This design comes from an exercise in tuning for small area, a short achievable clock period and few clock cycles per item on the open sky130 flow, not from production work. Where RTL was checked, it was by simulation tests only, not by an equivalence proof against the original.

==> module snow3g_f9hash, before the edit <==
module snow3g_f9hash (
    input  wire        clk,
    input  wire        rst,           
    input  wire        start_valid,
    output wire        start_ready,
    input  wire [63:0] p,
    input  wire [63:0] q,
    input  wire [31:0] z5,
    input  wire [15:0] len,           
    input  wire        blk_valid,
    output wire        blk_ready,
    input  wire [63:0] blk,
    output wire        res_valid,
    input  wire        res_ready,
    output wire [63:0] eval,
    output wire [31:0] maci
);
    localparam [2:0] ST_IDLE = 3'd0;    
    localparam [2:0] ST_BLK  = 3'd1;    
    localparam [2:0] ST_FIN1 = 3'd2;    
    localparam [2:0] ST_FIN2 = 3'd3;    
    localparam [2:0] ST_FW0  = 3'd4;    
    localparam [2:0] ST_FW1  = 3'd5;    
    function [63:0] gf_sq(input [63:0] a);
        reg [127:0] t;
        integer i;
        begin
            t = 128'd0;
            for (i = 0; i < 64; i = i + 1)
                t[2 * i] = a[i];
            for (i = 126; i >= 64; i = i - 1)
                if (t[i])
                    t[i - 64 +: 5] = t[i - 64 +: 5] ^ 5'h1B;
            gf_sq = t[63:0];
        end
    endfunction
    reg [2:0]   state;
    reg [63:0]  x;              
    reg [63:0]  k_r;            
    reg [278:0] mid;            
    reg [63:0]  p_r, q_r;
    reg [31:0]  z5_r;
    reg [15:0]  len_r;
    reg [10:0]  blocks_left;    
    reg         need;           
    reg         slot;           
    reg         fresh1, fresh2; 
    reg         ev1, ev;        
    reg         rv;             
    reg [63:0]  eval_r;
    reg [31:0]  maci_r;
    wire [278:0] mid_n;
    wire [63:0]  prod;
    gf64mul_s1 u_s1 (.a(x), .b(k_r), .m(mid_n));
    gf64mul_s2 u_s2 (.m(mid), .r(prod));
    wire [63:0] prod_c = (fresh1 | fresh2) ? 64'd0 : prod;
    wire [63:0] p_sq   = gf_sq(p_r);
    wire [10:0] n_blocks = {1'b0, len[15:6]} + {10'd0, |len[5:0]};
    wire        last_blk = (blocks_left == 11'd1);
    wire [5:0]  tail     = len_r[5:0];
    wire [63:0] tailmask = (tail == 6'd0) ? {64{1'b1}} : ~({64{1'b1}} >> tail);
    wire [63:0] blk_m    = last_blk ? (blk & tailmask) : blk;
    reg sr_r, br_r;
    wire go = sr_r && (state != ST_IDLE);    
    assign start_ready = sr_r;
    assign blk_ready   = br_r;
    assign res_valid   = rv;
    assign eval        = eval_r;
    assign maci        = maci_r;
    wire take_start = start_valid && sr_r;
    wire take_blk   = blk_valid && br_r;
    reg [2:0] state_n;
    reg       rv_n, ev1_n, ev_n, slot_n, need_n;
    always @* begin
        case (state)
            ST_BLK:  state_n = (take_blk && last_blk) ? ST_FIN1 : ST_BLK;
            ST_FIN1: state_n = ST_FIN2;
            ST_FIN2: state_n = go ? ST_IDLE : ST_FW0;
            ST_FW0:  state_n = ST_FW1;
            ST_FW1:  state_n = go ? ST_IDLE : ST_FW0;
            default: state_n = ST_IDLE;
        endcase
        if (take_start)
            state_n = (len == 16'd0) ? ST_FIN1 : ST_BLK;
        rv_n   = ev || (rv && !res_ready);
        ev1_n  = go;
        ev_n   = ev1;
        slot_n = take_start ? 1'b0 : ~slot;
        need_n = take_start ? 1'b0 : (need ^ take_blk);
        if (rst) begin
            state_n = ST_IDLE;
            rv_n    = 1'b0;
            ev1_n   = 1'b0;
            ev_n    = 1'b0;
        end
    end
    wire sr_n = (state_n == ST_IDLE) ||
                (((state_n == ST_FIN2) || (state_n == ST_FW1)) && !rv_n && !ev1_n && !ev_n);
    wire br_n = (state_n == ST_BLK) && (slot_n == need_n);
    wire [63:0] k_next = take_blk ? (last_blk ? p_r : p_sq) :
                         go       ? q_r : 64'd1;
    wire [63:0] x_add = (state == ST_BLK)  ? (take_blk ? blk_m : 64'd0) :
                        (state == ST_FIN1) ? {48'd0, len_r} :
                        (state == ST_FIN2) ? x : 64'd0;
    always @(posedge clk) begin
        mid    <= mid_n;
        k_r    <= k_next;
        x      <= prod_c ^ x_add;
        state  <= state_n;
        rv     <= rv_n;
        ev1    <= ev1_n;
        ev     <= ev_n;
        slot   <= slot_n;
        need   <= need_n;
        sr_r   <= sr_n;
        br_r   <= br_n;
        fresh1 <= take_start && !rst;
        fresh2 <= fresh1;
        if (!rst) begin
            if (ev) begin
                eval_r <= prod;
                maci_r <= prod[63:32] ^ maci_r;
            end
            if (go)
                maci_r <= z5_r;
            if (take_blk)
                blocks_left <= blocks_left - 11'd1;
            if (take_start) begin
                p_r         <= p;
                q_r         <= q;
                z5_r        <= z5;
                len_r       <= len;
                blocks_left <= n_blocks;
            end
        end
    end
endmodule
export LEC_CHECK = 0
export CAP_MARGIN = 20
export CORE_MARGIN = 2
export CORE_UTILIZATION = 40
export PLACE_DENSITY = 0.6
export SETUP_SLACK_MARGIN = 2.0
export SLEW_MARGIN = 20
create_clock -name core_clock -period 5.0 [get_ports {clk}]
standard.sh (not shown) runs the stock make flow with config.mk's settings and CLKGATE_MAP_FILE= SYNTH_SCRIPT=/design/flow/synth_recipe.tcl, a recipe that flattens the netlist after the stock synthesis.
==> flow/flow/run.sh <==
#!/bin/bash
# The standard layout (the standard.sh: ORFS with the standard synthesis),
# with one change: the buffers that buffer_ports puts on every input and output
# port are sky130_fd_sc_hd__buf_1 instead of the delay cell
# sky130_fd_sc_hd__clkdlybuf4s50_1 that the resizer picks by default.
# The full output of the make run goes to flow_make.log in the work folder;
# each ORFS step also keeps its own log under orfs/logs/.
set -euo pipefail
export BUFFER_PORTS_ARGS="-buffer_cell sky130_fd_sc_hd__buf_1"
bash standard.sh finish > flow_make.log 2>&1
Testbench counts at the start, summed over its fixed seeds: cycles 1,921, blocks 1,787.
Edit:
--- a/flow/design.v
+++ b/flow/design.v
@@ -56,7 +56,7 @@
     wire [63:0] prod_c = (fresh1 | fresh2) ? 64'd0 : prod;
     wire [63:0] p_sq   = gf_sq(p_r);
     wire [10:0] n_blocks = {1'b0, len[15:6]} + {10'd0, |len[5:0]};
-    wire        last_blk = (blocks_left == 11'd1);
+    reg         last_blk;       
     wire [5:0]  tail     = len_r[5:0];
     wire [63:0] tailmask = (tail == 6'd0) ? {64{1'b1}} : ~({64{1'b1}} >> tail);
     wire [63:0] blk_m    = last_blk ? (blk & tailmask) : blk;
@@ -123,14 +123,17 @@
             end
             if (go)
                 maci_r <= z5_r;
-            if (take_blk)
+            if (take_blk) begin
                 blocks_left <= blocks_left - 11'd1;
+                last_blk    <= (blocks_left == 11'd2);
+            end
             if (take_start) begin
                 p_r         <= p;
                 q_r         <= q;
                 z5_r        <= z5;
                 len_r       <= len;
                 blocks_left <= n_blocks;
+                last_blk    <= (n_blocks == 11'd1);
             end
         end
     end
Effect:
- via count barely changes
- setup slack degrades by 0.10 ns
- clock-buffer cell count grows by 19
- final cell count is about the same
- hold slack hardly moves
- final area grows by 0.81%
- synthesized cell count hardly moves
- clock skew barely changes
Function not checked in the second run of this note: the RTL went through the layout flow alone.

[separate check: timing with driven ports]
The flow's constraints put no driver on any port. The routed layouts listed below were extracted and timed again, unchanged, in two steps.
Step 1 sets driving cells, clkbuf_16 on the clock port and buf_2 on the other inputs (assumed; they add their load-dependent delay and slew).
Step 2 adds t to the input delays and takes it off the output delays; t is the mean of the earliest and latest rising clock arrival at the registers after step 1. Input paths then give back, and output paths get back, about the clock's delay inside the block.
Slacks: ideal / step 1 / step 2; pairs: ideal / step 1.
run | t, ns | setup slack, ns | latest minus earliest clock arrival (ns) | slew at the worst register clock pin (ns)
the first run | 0.798 | 1.957 / 1.957 / 1.866 | 0.050 / 0.050 | 0.08 / 0.08
the second run | 0.789 | 1.854 / 1.854 / 1.803 | 0.048 / 0.048 | 0.07 / 0.07
After both steps every run listed still meets setup and hold. The setup slack of the first run, which loses most, moves by 0.000 ns with the drivers and by -0.091 ns with both steps.
